Background: an optimization exercise with open tools, aiming at small area, a short achievable clock period and few clock cycles. Do not read the settings as production practice.
In this exercise RTL edits were held to simulation tests only and were not proved equivalent to the original.
Power and IR drop assume default switching activity.

<file path="config.mk">
export PLATFORM = sky130hd
export DESIGN_NAME = fcb
export DESIGN_NICKNAME = fcb
export VERILOG_FILES = /design/flow/design.v
export SDC_FILE = /design/flow/constraint.sdc
export NUM_CORES = 4
export LEC_CHECK = 0
export CAP_MARGIN = 20
export CORE_MARGIN = 2
export CORE_UTILIZATION = 14
export PLACE_DENSITY = 0.22
export SLEW_MARGIN = 20
</file>
<file path="constraint.sdc">
create_clock -name core_clock -period 12.0 [get_ports {clk}]
set_input_delay 2.4000 -clock core_clock [delete_from_list [all_inputs] [get_ports {clk}]]
set_output_delay 2.4000 -clock core_clock [all_outputs]
set_load 0.01 [all_outputs]
</file>
<file path="design.v">
module fcb (
    input  wire        clk,
    input  wire        rst,
    input  wire        h_en,
    input  wire        h_we,
    input  wire [1:0]  h_size,
    input  wire [15:0] h_addr,
    input  wire [31:0] h_wdata,
    output reg  [31:0] h_rdata,
    output reg         phy_rd,
    output reg  [15:0] phy_rd_n,
    input  wire        phy_dv,
    input  wire [7:0]  phy_data,
    input  wire        phy_end,
    input  wire        phy_err,
    output reg         phy_flush,
    input  wire [31:0] time_ms
);
    localparam [7:0]  START1  = 8'hA1;
    localparam [7:0]  START2  = 8'hA2;
    localparam [7:0]  START3  = 8'hA3;
    localparam [6:0]  MAX1    = 7'd60;
    localparam [6:0]  MAX2    = 7'd56;
    localparam [6:0]  MAX3    = 7'd32;
    localparam [7:0]  ACK_OK  = 8'h5A;
    localparam [31:0] DEF_TMO = 32'd100;
    localparam [2:0] E_OK = 3'd0, E_PHY = 3'd1, E_PROT = 3'd2, E_TMO = 3'd3, E_ILL = 3'd5;
    localparam [1:0] PH_IDLE = 2'd0, PH_SEEK = 2'd1, PH_BODY = 2'd2, PH_ACK = 2'd3;
    reg [1:0]  gen_r;
    reg [23:0] tmo_r;
    reg        cken_r;
    reg [7:0]  cksum_r;
    reg [7:0]  lastck_r;
    reg [5:0]  frlen_r;
    reg [5:0]  rxlen_r;
    reg [15:0] rxsize_r;
    reg [15:0] rxck_r;
    reg [7:0]  ackcode_r;
    reg [15:0] ackck_r;
    reg [31:0] elapsed_r;
    reg [1:0]  phase_r;
    reg [2:0]  err_r;
    reg        busy_r;
    reg        msgend_r;
    reg        nak_r;
    reg        e_ck, e_enc, e_dec, e_dhi;
    reg [1:0]  ln_j;        
    reg [1:0]  ln_last;     
    reg [6:0]  lim;         
    reg [5:0]  be_r;        
    reg [5:0]  ext_a;       
    reg [7:0]  acc;
    reg        selrx;
    reg [5:0]  s_lo;        
    reg        msg_f;       
    reg [23:0] tmp;         
    reg        waiting;     
    reg        nxt;         
    reg        acct;
    reg        tgt_known;
    reg        seek_hit;
    reg        is_recv;
    reg [1:0]  ackcnt;
    reg [31:0] tq;          
    reg [1:0]  pst;
    reg        tmo_hit;
    reg [6:0]  rx_flen;     
    wire g1 = (gen_r == 2'd1);
    wire g3 = (gen_r == 2'd3);
    reg [7:0] start_g;
    reg [6:0] max_g;
    always @(*) begin
        case (gen_r)
            2'd1:    begin start_g = START1; max_g = MAX1; end
            2'd2:    begin start_g = START2; max_g = MAX2; end
            default: begin start_g = START3; max_g = MAX3; end
        endcase
    end
    reg [511:0] txq, frq, rxq;
    wire        h_wr      = h_en & h_we;
    wire        in_bufwin = (h_addr[11:6] == 6'd0) & (h_addr[15:14] == 2'd0);
    wire        sel_tx    = in_bufwin & (h_addr[13:12] == 2'd1);
    wire        sel_fr    = in_bufwin & (h_addr[13:12] == 2'd2);
    wire        sel_rx    = in_bufwin & (h_addr[13:12] == 2'd3);
    wire        sel_reg   = (h_addr[15:6] == 10'd0);
    wire        cmd_wr    = h_wr & sel_reg & (h_addr[5:2] == 4'd0) & ~busy_r;
    wire [3:0]  lane_en = (h_size == 2'd0) ? (4'b0001 << h_addr[1:0]) :
                          (h_size == 2'd1) ? (h_addr[1] ? 4'b1100 : 4'b0011) : 4'b1111;
    wire [31:0] wd_rep  = (h_size == 2'd0) ? {4{h_wdata[7:0]}} :
                          (h_size == 2'd1) ? {2{h_wdata[15:0]}} : h_wdata;
    wire [1:0] rd_line = busy_r ? ln_j       : h_addr[5:4];
    wire [1:0] rd_word = busy_r ? ext_a[3:2] : h_addr[3:2];
    reg [127:0] tx_line, fr_line, rx_line;
    always @(*) begin
        case (rd_line)
            2'd0: begin tx_line = txq[127:0];   fr_line = frq[127:0];   rx_line = rxq[127:0];   end
            2'd1: begin tx_line = txq[255:128]; fr_line = frq[255:128]; rx_line = rxq[255:128]; end
            2'd2: begin tx_line = txq[383:256]; fr_line = frq[383:256]; rx_line = rxq[383:256]; end
            default: begin tx_line = txq[511:384]; fr_line = frq[511:384]; rx_line = rxq[511:384]; end
        endcase
    end
    reg [31:0] tx_w, fr_w, rx_w;
    always @(*) begin
        case (rd_word)
            2'd0: begin tx_w = tx_line[31:0];   fr_w = fr_line[31:0];   rx_w = rx_line[31:0];   end
            2'd1: begin tx_w = tx_line[63:32];  fr_w = fr_line[63:32];  rx_w = rx_line[63:32];  end
            2'd2: begin tx_w = tx_line[95:64];  fr_w = fr_line[95:64];  rx_w = rx_line[95:64];  end
            default: begin tx_w = tx_line[127:96]; fr_w = fr_line[127:96]; rx_w = rx_line[127:96]; end
        endcase
    end
    wire [7:0] ext_b = rx_w[8*ext_a[1:0] +: 8];
    wire [127:0] eln = selrx ? rx_line : tx_line;
    wire [2:0]   lim_l = lim[6:4];
    reg  [15:0]  xm;
    reg  [7:0]   part;
    integer k;
    always @(*) begin
        part = 8'd0;
        for (k = 0; k < 16; k = k + 1) begin
            xm[k] = ({1'b0, ln_j} < lim_l) | (({1'b0, ln_j} == lim_l) & (k[3:0] < lim[3:0]));
            if (k == 0 && e_dec && ln_j == 2'd0) xm[k] = 1'b0;
            part = part ^ (eln[8*k +: 8] & {8{xm[k]}});
        end
    end
    wire [7:0] acc_n = acc ^ part;
    reg [127:0] enc_d;
    reg [15:0]  enc_wm;
    reg [7:0]   rot;
    reg [5:0]   pp;
    wire [151:0] txp = {tx_line, tmp};
    always @(*) begin
        for (k = 0; k < 16; k = k + 1) begin
            pp = {ln_j, k[3:0]};
            rot = g1 ? txp[8*(k+1) +: 8] : txp[8*k +: 8];
            if (ln_j == 2'd0 && k == 0)                enc_d[8*k +: 8] = start_g;
            else if (ln_j == 2'd0 && k == 1)           enc_d[8*k +: 8] = {2'b00, s_lo};
            else if (ln_j == 2'd0 && k == 2 && !g1)    enc_d[8*k +: 8] = 8'd0;
            else if (pp < be_r)                        enc_d[8*k +: 8] = rot;
            else if (pp == be_r)                       enc_d[8*k +: 8] = acc_n;
            else                                       enc_d[8*k +: 8] = 8'd0;
            enc_wm[k] = (pp < frlen_r);
        end
    end
    wire [7:0]  c_op  = h_wdata[7:0];
    wire [23:0] c_arg = h_wdata[31:8];
    wire [15:0] c_n   = c_arg[15:0];
    wire [5:0]  c_s    = c_arg[5:0];
    wire [5:0]  c_c16  = (c_s == 6'd0) ? 6'd0 : (c_s <= 6'd16) ? 6'd16 : 6'd32;
    wire [5:0]  c_b    = g3 ? (6'd16 + c_c16) : c_s;
    wire [5:0]  c_be   = c_b + (g1 ? 6'd2 : 6'd3);
    wire [5:0]  c_L    = c_b + (g1 ? 6'd3 : 6'd5);
    wire [15:0] d_s    = g1 ? {8'd0, rxq[15:8]} : {rxq[23:16], rxq[15:8]};
    wire        d_big  = (d_s > {9'd0, max_g});
    wire [5:0]  d_s6   = d_s[5:0];
    wire [5:0]  d_c16  = (d_s6 == 6'd0) ? 6'd0 : (d_s6 <= 6'd16) ? 6'd16 : 6'd32;
    wire [5:0]  d_tp   = g1 ? (d_s6 + 6'd2) : g3 ? (6'd19 + d_c16) : (d_s6 + 6'd3);
    wire [6:0]  d_L    = {1'b0, d_tp} + (g1 ? 7'd1 : 7'd2);
    wire [6:0]  b_flen = d_L;
    wire [31:0] tmo_eff  = (tmo_r == 24'd0) ? DEF_TMO : {8'd0, tmo_r};
    wire        dpos     = ~tq[31] & (tq != 32'd0);
    wire [31:0] cand     = dpos ? (elapsed_r + tq) : 32'd0;
    wire       rx_eng_we = busy_r & waiting & phy_dv &
                           ((phase_r == PH_BODY) | ((phase_r == PH_SEEK) & (phy_data == start_g)));
    wire [5:0] rx_eng_a  = (phase_r == PH_SEEK) ? 6'd0 : rxlen_r;
    genvar gi;
    generate
        for (gi = 0; gi < 64; gi = gi + 1) begin : g_byte
            wire hwe = h_wr & (h_addr[5:2] == gi / 4) & lane_en[gi % 4];
            wire [7:0] hd = wd_rep[8*(gi%4) +: 8];
            always @(posedge clk) begin
                if (hwe & sel_tx)
                    txq[8*gi +: 8] <= hd;
                if ((hwe & sel_fr) | (e_enc & (ln_j == gi / 16) & enc_wm[gi % 16]))
                    frq[8*gi +: 8] <= busy_r ? enc_d[8*(gi%16) +: 8] : hd;
                if ((hwe & sel_rx) | (rx_eng_we & (rx_eng_a == gi)))
                    rxq[8*gi +: 8] <= busy_r ? phy_data : hd;
            end
        end
    endgenerate
    always @(posedge clk) begin
        phy_rd    <= 1'b0;
        phy_flush <= 1'b0;
        if (rst) begin
            gen_r     <= 2'd1;
            tmo_r     <= 24'd0;
            cken_r    <= 1'b1;
            cksum_r   <= 8'd0;
            lastck_r  <= 8'd0;
            frlen_r   <= 6'd0;
            rxlen_r   <= 6'd0;
            rxsize_r  <= 16'd0;
            rxck_r    <= 16'd0;
            ackcode_r <= 8'd0;
            ackck_r   <= 16'd0;
            elapsed_r <= 32'd0;
            phase_r   <= PH_IDLE;
            err_r     <= E_OK;
            busy_r    <= 1'b0;
            msgend_r  <= 1'b0;
            nak_r     <= 1'b0;
            e_ck      <= 1'b0;
            e_enc     <= 1'b0;
            e_dec     <= 1'b0;
            e_dhi     <= 1'b0;
            waiting   <= 1'b0;
            nxt       <= 1'b0;
            pst       <= 2'd0;
        end else begin
            if (cmd_wr) begin
                case (c_op)
                8'h00: err_r <= (c_arg == 24'd0) ? E_OK : E_ILL;
                8'h01: begin
                    if (c_arg >= 24'd1 && c_arg <= 24'd3) begin
                        gen_r <= c_arg[1:0];
                        err_r <= E_OK;
                    end else
                        err_r <= E_ILL;
                end
                8'h02: begin
                    tmo_r <= c_arg;
                    err_r <= E_OK;
                end
                8'h03: begin
                    if (c_arg <= 24'd1) begin
                        cken_r <= c_arg[0];
                        err_r  <= E_OK;
                    end else
                        err_r <= E_ILL;
                end
                8'h10: begin  
                    if (c_arg[23:17] != 7'd0 || c_n > 16'd64)
                        err_r <= E_ILL;
                    else if (c_n == 16'd0) begin
                        cksum_r <= 8'd0;
                        err_r   <= E_OK;
                    end else begin
                        busy_r  <= 1'b1;
                        e_ck    <= 1'b1;
                        ln_j    <= 2'd0;
                        lim     <= c_n[6:0];
                        ln_last <= c_n[5:4] - {1'b0, c_n[3:0] == 4'd0};
                        selrx   <= c_arg[16];
                        acc     <= 8'd0;
                    end
                end
                8'h11: begin  
                    if (c_arg[23:16] != 8'd0 || c_n > {9'd0, max_g})
                        err_r <= E_ILL;
                    else begin
                        busy_r  <= 1'b1;
                        e_enc   <= 1'b1;
                        ln_j    <= 2'd0;
                        lim     <= {1'b0, c_b};
                        be_r    <= c_be;
                        frlen_r <= c_L;
                        ln_last <= c_L[5:4] - {1'b0, c_L[3:0] == 4'd0};
                        s_lo    <= c_s;
                        selrx   <= 1'b0;
                        acc     <= {2'b00, c_s};
                    end
                end
                8'h12: begin  
                    if (c_arg[23:16] != 8'd0 || c_n > 16'd64)
                        err_r <= E_ILL;
                    else begin
                        msgend_r <= 1'b0;
                        if (c_n < (g1 ? 16'd2 : 16'd3))
                            err_r <= E_PROT;
                        else begin
                            rxsize_r <= d_s;
                            if (d_big || {9'd0, c_n[6:0]} < {9'd0, d_L})
                                err_r <= E_PROT;
                            else begin
                                busy_r  <= 1'b1;
                                e_dec   <= 1'b1;
                                ln_j    <= 2'd0;
                                lim     <= {1'b0, d_tp};
                                ext_a   <= d_tp;
                                ln_last <= d_tp[5:4];
                                selrx   <= 1'b1;
                                acc     <= 8'd0;
                                msg_f   <= (d_s[6:0] < max_g);
                            end
                        end
                    end
                end
                8'h20, 8'h21, 8'h22, 8'h23: begin
                    if (c_arg != 24'd0 || (c_op == 8'h23 && g1))
                        err_r <= E_ILL;
                    else begin
                        busy_r    <= 1'b1;
                        phy_rd    <= 1'b1;
                        waiting   <= 1'b1;
                        tq        <= time_ms;
                        pst       <= 2'd1;
                        elapsed_r <= 32'd0;
                        seek_hit  <= 1'b0;
                        tgt_known <= 1'b0;
                        ackcnt    <= 2'd0;
                        is_recv   <= (c_op == 8'h22);
                        case (c_op)
                            8'h21: begin
                                phase_r  <= PH_BODY;
                                rxlen_r  <= 6'd1;
                                phy_rd_n <= g1 ? 16'd1 : 16'd2;
                            end
                            8'h23: begin
                                phase_r  <= PH_ACK;
                                nak_r    <= 1'b0;
                                phy_rd_n <= 16'd3;
                            end
                            default: begin
                                phase_r  <= PH_SEEK;
                                rxlen_r  <= 6'd0;
                                phy_rd_n <= 16'd1;
                            end
                        endcase
                    end
                end
                default: err_r <= E_ILL;
                endcase
            end
            if (e_ck | e_enc) begin
                acc  <= acc_n;
                ln_j <= ln_j + 2'd1;
                tmp  <= tx_line[127:104];
                if (ln_j == ln_last) begin
                    if (e_ck) cksum_r  <= acc_n;
                    else      lastck_r <= acc_n;
                    e_ck   <= 1'b0;
                    e_enc  <= 1'b0;
                    err_r  <= E_OK;
                    busy_r <= 1'b0;
                end
            end
            if (e_dec) begin
                acc  <= acc_n;
                ln_j <= ln_j + 2'd1;
                if (ln_j == ln_last) begin
                    e_dec <= 1'b0;
                    if (g1) begin
                        if (cken_r && ext_b != acc_n)
                            err_r <= E_PROT;
                        else begin
                            rxck_r   <= {8'd0, ext_b};
                            msgend_r <= msg_f;
                            err_r    <= E_OK;
                        end
                        busy_r <= 1'b0;
                    end else begin
                        tmp[7:0] <= ext_b;
                        ext_a    <= ext_a + 6'd1;
                        ln_j     <= ext_a[5:4] + {1'b0, ext_a[3:0] == 4'd15};
                        e_dhi    <= 1'b1;
                    end
                end
            end
            if (e_dhi) begin
                e_dhi <= 1'b0;
                if (cken_r && {ext_b, tmp[7:0]} != {8'd0, acc})
                    err_r <= E_PROT;
                else begin
                    rxck_r   <= {ext_b, tmp[7:0]};
                    msgend_r <= msg_f;
                    err_r    <= E_OK;
                end
                busy_r <= 1'b0;
            end
            if (pst == 2'd1) begin
                tq  <= time_ms - tq;
                pst <= 2'd2;
            end else if (pst == 2'd2) begin
                tq      <= cand;
                tmo_hit <= (cand >= tmo_eff);
                pst     <= 2'd0;
            end
            if (waiting) begin
                if (phy_dv) begin
                    case (phase_r)
                    PH_SEEK: if (phy_data == start_g) begin
                        seek_hit <= 1'b1;
                        rxlen_r  <= 6'd1;
                    end
                    PH_BODY: rxlen_r <= rxlen_r + 6'd1;
                    default: begin
                        case (ackcnt)
                            2'd0: tmp[7:0]   <= phy_data;
                            2'd1: tmp[15:8]  <= phy_data;
                            default: tmp[23:16] <= phy_data;
                        endcase
                        ackcnt <= ackcnt + 2'd1;
                    end
                    endcase
                end else if (phy_end) begin
                    waiting <= 1'b0;
                    if (phy_err) begin
                        phy_flush <= 1'b1;
                        err_r     <= E_PHY;
                        phase_r   <= PH_IDLE;
                        busy_r    <= 1'b0;
                    end else begin
                        case (phase_r)
                        PH_SEEK: begin
                            if (seek_hit) begin
                                if (is_recv) begin
                                    phase_r   <= PH_BODY;
                                    elapsed_r <= 32'd0;
                                    nxt       <= 1'b1;
                                    acct      <= 1'b0;
                                end else begin
                                    err_r   <= E_OK;
                                    phase_r <= PH_IDLE;
                                    busy_r  <= 1'b0;
                                end
                            end else begin
                                nxt  <= 1'b1;
                                acct <= 1'b1;
                            end
                        end
                        PH_BODY: begin
                            if (!tgt_known && rxlen_r == (g1 ? 6'd2 : 6'd3)) begin
                                rxsize_r <= d_s;
                                if (d_big) begin
                                    phy_flush <= 1'b1;
                                    err_r     <= E_PROT;
                                    phase_r   <= PH_IDLE;
                                    busy_r    <= 1'b0;
                                end else begin
                                    tgt_known <= 1'b1;
                                    rx_flen   <= b_flen;
                                    nxt       <= 1'b1;
                                    acct      <= 1'b1;
                                end
                            end else if (tgt_known && {1'b0, rxlen_r} == rx_flen) begin
                                err_r   <= E_OK;
                                phase_r <= PH_IDLE;
                                busy_r  <= 1'b0;
                            end else begin
                                nxt  <= 1'b1;
                                acct <= 1'b1;
                            end
                        end
                        default: begin  
                            if (ackcnt == 2'd3) begin
                                ackck_r <= tmp[15:0];
                                if (tmp[15:0] != {8'd0, lastck_r}) begin
                                    phy_flush <= 1'b1;
                                    err_r     <= E_PROT;
                                    phase_r   <= PH_IDLE;
                                    busy_r    <= 1'b0;
                                end else begin
                                    ackcode_r <= tmp[23:16];
                                    nak_r     <= (tmp[23:16] != ACK_OK);
                                    err_r     <= E_OK;
                                    phase_r   <= PH_IDLE;
                                    busy_r    <= 1'b0;
                                end
                            end else begin
                                nxt  <= 1'b1;
                                acct <= 1'b1;
                            end
                        end
                        endcase
                    end
                end
            end
            if (nxt) begin
                nxt <= 1'b0;
                if (acct) elapsed_r <= tq;
                if (acct && tmo_hit) begin
                    phy_flush <= 1'b1;
                    err_r     <= E_TMO;
                    phase_r   <= PH_IDLE;
                    busy_r    <= 1'b0;
                end else begin
                    phy_rd  <= 1'b1;
                    waiting <= 1'b1;
                    tq      <= time_ms;
                    pst     <= 2'd1;
                    case (phase_r)
                        PH_SEEK: phy_rd_n <= 16'd1;
                        PH_BODY: phy_rd_n <= {10'd0, tgt_known ? (rx_flen[5:0] - rxlen_r)
                                                               : ((g1 ? 6'd2 : 6'd3) - rxlen_r)};
                        default: phy_rd_n <= {14'd0, 2'd3 - ackcnt};
                    endcase
                end
            end
        end
    end
    reg [31:0] reg_val;
    always @(*) begin
        case (h_addr[5:2])
            4'h1: reg_val = {26'd0, nak_r, msgend_r, busy_r, err_r};
            4'h2: reg_val = {30'd0, gen_r};
            4'h3: reg_val = {8'd0, tmo_r};
            4'h4: reg_val = {31'd0, cken_r};
            4'h5: reg_val = {24'd0, cksum_r};
            4'h6: reg_val = {24'd0, lastck_r};
            4'h7: reg_val = {26'd0, frlen_r};
            4'h8: reg_val = {26'd0, rxlen_r};
            4'h9: reg_val = {16'd0, rxsize_r};
            4'hA: reg_val = {16'd0, rxck_r};
            4'hB: reg_val = {24'd0, ackcode_r};
            4'hC: reg_val = {16'd0, ackck_r};
            4'hD: reg_val = elapsed_r;
            4'hE: reg_val = {30'd0, phase_r};
            default: reg_val = 32'd0;
        endcase
    end
    reg [31:0] bw;
    reg [31:0] rd_val;
    always @(*) begin
        case (h_addr[13:12])
            2'd1:    bw = tx_w;
            2'd2:    bw = fr_w;
            default: bw = rx_w;
        endcase
        if (sel_reg)
            rd_val = reg_val;
        else if (in_bufwin && h_addr[13:12] != 2'd0) begin
            case (h_size)
                2'd0:    rd_val = {24'd0, bw[8*h_addr[1:0] +: 8]};
                2'd1:    rd_val = {16'd0, h_addr[1] ? bw[31:16] : bw[15:0]};
                default: rd_val = bw;
            endcase
        end else
            rd_val = 32'd0;
    end
    always @(posedge clk)
        h_rdata <= rd_val;
endmodule
</file>
<file path="run.sh">
#!/bin/bash
# synth_recipe.tcl (not shown) runs the flow's synth.tcl, then flattens the netlist and writes it again
# the make line also repeats each setting of config.mk as NAME=value (left out here)
make -C /OpenROAD-flow-scripts/flow DESIGN_CONFIG=/design/flow/config.mk WORK_HOME=/design/flow/orfs CLKGATE_MAP_FILE= SYNTH_SCRIPT=/design/flow/synth_recipe.tcl finish
</file>
==> results.sh <==
export IMPL_status="timing/DRC/antenna clean"
export IMPL_clock_skew_ns=0.108
export IMPL_r2r_slack_ns=3.96
export IMPL_r2r_start="busy_r"
export IMPL_netlist_area_leader_share_pct=54.8
export IMPL_setup_slack_ns=3.46
export IMPL_yosys_area_top_type="edfxtp_1"
export IMPL_rsz0062_at_grt="false"
export IMPL_tns_ns=0
export IMPL_portBuffers=146
export IMPL_ioPinCount=147
export IMPL_synth_edff_count=1661
export IMPL_grt_pass1_wl_um=769000
export IMPL_cts_max_level=5
export IMPL_placed_area_sq_mm=0.106
export IMPL_avgSynthCellArea_sq_um=12.6
export IMPL_tightest_slew_ns=1.27
export IMPL_cts_tree="done"
export IMPL_synthMuxAreaShare_pct=12.5
export IMPL_multi_input_area_sq_mm=0.0355
export IMPL_antenna_found_initial=137
export IMPL_first_pass_iters=9
export IMPL_synth_area_top_cells="edfxtp_1, mux4_2, dfxtp_1, mux2i_1, nand2_1"
export IMPL_grt_max_degree=90
export IMPL_rows=296
export IMPL_r2r_worst_path_cells=12
export IMPL_seq_area_sq_mm=0.0537
export IMPL_final_nets=7858
export IMPL_overflow=0
export IMPL_critPathKind="in2reg"
export IMPL_max_freq_ghz=0.117
export IMPL_hpwlAfterDp_um=461000
export IMPL_async_reset_ff_share_pct=0
export IMPL_p_leak_nw=37.1
export IMPL_worst_setup_path_end_kind="register"
export IMPL_yosys_warnings=1
export IMPL_yosys_area_share_simple_pct=9.36
export IMPL_cts_setup_buffers=0
export IMPL_fin_cells=16500
export IMPL_final_util_pct=17.6
export IMPL_max_cap_viol_count=0
export IMPL_coreArea_sq_mm=0.648
export IMPL_hold_depth=2
export IMPL_slew_headroom_pct=12.9
export IMPL_whs_ns=0.457
export IMPL_hold_viol_final=0
export IMPL_synthXorXnorAreaFrac_pct=2.32
export IMPL_initial_core_util_pct=14.0
export IMPL_routed_wl_um=606000
export IMPL_syn_num_nets=7461
export IMPL_area_growth_pct=25.5
export IMPL_clockBufferDepth=4
export IMPL_grt_use_total_pct=17.8
export IMPL_fp_dieH_um=810
export IMPL_dp_slack_ns=2.68
export IMPL_num_vias=69700
export IMPL_min_period_over_period_pct=71.1
export IMPL_synth_most_common_cell="edfxtp_1"
export IMPL_startpoint_type="input pin"
export IMPL_synth_distinct_cells=94
export IMPL_drc=0
export IMPL_synthCells=7217
export IMPL_via_per_inst=4.22
export IMPL_period_minus_slack_ns=8.54
export IMPL_n_fill_cell=70700
export IMPL_clk_insertion_delay_late_ns=1.00
export IMPL_synth_compound_area_share_pct=11.7
export IMPL_reg2reg_to="frq[135]"
export IMPL_ir_worst_vdd_v=0.0000928
export IMPL_critical_path_arrival_ns=9.16
export IMPL_worstPathRequired_ns=12.63
export IMPL_antenna_left=0
export IMPL_dieWidth_um=810
export IMPL_cts_buffers=263
export IMPL_gp_congestion=0.960
export IMPL_powerDensity_mw_per_mm2=149
export IMPL_synth_yosys_seq_area_share_pct=59.1
export IMPL_slew_viol_final=0
export IMPL_ys_seq_elements=1854
export IMPL_drive_gt1_share_pct=18.0
export IMPL_synthAdderAreaFrac_pct=2.05
export IMPL_synth_top_family_by_area="multiplexers"
export IMPL_synth_flop_cell="edfxtp_1"
export IMPL_ctsHoldBuffers=0
export IMPL_root_buffer="clkbuf_16"
export IMPL_postLayoutCellArea_sq_mm=0.114
export IMPL_hp_start="ackck_r[1]"
export IMPL_cp_max_fo=47
export IMPL_dieArea_sq_mm=0.656
export IMPL_initialDrtViolationCount=8332
export IMPL_total_power_mw=17.0
export IMPL_min_to="ackck_r[1]"
export IMPL_clk_pin_slew_ns=0.05
export IMPL_post_cts_resized=0
export IMPL_worstHoldPathType="reg2reg"
export IMPL_dpl_cell_count=16000
export IMPL_grt_pass1_vias=69000
export IMPL_wl_per_cell_um=36.7
export IMPL_netlist_area_sq_mm=0.0910
export IMPL_setup_viol=0
export IMPL_cts_sinks=1854
export IMPL_synth_common_cells="edfxtp_1, nand2_1, nor2_1"
-- area by class of cell --
type                    instances  share of cell area, %
well taps                    8642                   9.47
clock buffers                 339                   6.16
repair buffers                594                   4.39
flip-flops and latches       1854                   47.1
inverters                     164                  0.542
clock inverters               130                   1.22
multi-input cells            4737                   31.1
diodes                         49                  0.107
-- how the worst max path moves through the flow --
stage | start | to | slack (ns) | cells past startpoint
3_3_place_gp | h_addr[4] | frq[277] | 2.27 | 15
3_5_place_dp | h_addr[4] | frq[21] | 2.68 | 15
2_1_floorplan | h_addr[4] | acc[0] | 5.60 | 11
4_1_cts | h_addr[4] | frq[149] | 3.74 | 15
6_report | h_addr[4] | frq[133] | 3.46 | 15
5_1_grt | h_addr[4] | frq[149] | 3.54 | 15
-- metal layers --
| metal | part of all wire (%) | routed length, um | track usage, % |
|---|---|---|---|
| met1 | 44 | 268000 | 24.0 |
| met2 | 45 | 271000 | 28.0 |
| met3 | 6.3 | 38100 | 3.33 |
| met4 | 4.8 | 29200 | 7.41 |
| met5 | 0.018 | 109 | 0 |
-- registers in the layout, indices dropped and copies added (netlist names), 16 cells and up --
register / flops
rxck_r: 16
ackck_r: 16
rxq: 512
tmp: 24
phy_rd_n: 16
rxsize_r: 16
tmo_r: 24
tq: 32
frq: 512
txq: 512
elapsed_r: 32
h_rdata: 32
-- worst max-delay path, stage by stage --
cell	delay (ns)
buf_4	0.33
buf_4	0.51
mux2_8	0.63
buf_12	0.46
o22ai_1	0.39
a211oi_2	0.87
a22oi_1	0.18
xnor2_1	0.50
xnor3_1	0.52
xnor2_1	0.25
xnor2_2	0.15
buf_4	0.26
buf_4	0.25
a211oi_1	0.67
nor2_1	0.32
-- power by group --
| group | internal, mW | switching, mW |
|---|---|---|
| combinational | 0.500 | 1.53 |
| clock | 4.50 | 3.36 |
| sequential | 7.08 | 0.0339 |
-- cell families after synthesis --
kind of cell	Yosys count
buf+inv	626
fa+ha+maj	147
xor+xnor	219
simple gates	1977
compound gates	1682
mux	712
flops	1854
-- cell usage in the layout (no fill, tap or decap), types with 158 or more instances in the layout --
| master | count |
|---|---|
| inv_1 | 158 |
| nor2_1 | 605 |
| a21oi_1 | 495 |
| o21ai_0 | 301 |
| mux2i_1 | 333 |
| edfxtp_1 | 1661 |
| dfxtp_1 | 192 |
| mux4_2 | 309 |
| clkbuf_16 | 266 |
| nand2_1 | 817 |
| buf_4 | 428 |
Testbench counts, summed over its fixed seeds: cycles 47,149.

re-timing with driven ports:
The results above use ideal ports. As a check the final layout listed here was re-extracted and re-timed, cells and wires unchanged.
Step 1, drivers: a clkbuf_16 drives clk and a buf_2 each remaining input, both assumed.
Step 2 adds t to the input delays and takes it off the output delays; t is the mean of the earliest and latest rising clock arrival at the registers after step 1. Input paths then give back, and output paths get back, about the clock's delay inside the block.
Three values: ideal ports, drivers, drivers and shift; two values: the first two.
t, ns: 1.067
setup slack, ns: 3.463 / 3.549 / 2.482
worst register clock-pin slew, ns: 0.07 / 0.07
pins driven straight from the clock port: 1
After both steps setup and hold are still met in this run. The setup slack of this run moves by +0.086 ns with the drivers and by -0.981 ns with both steps.
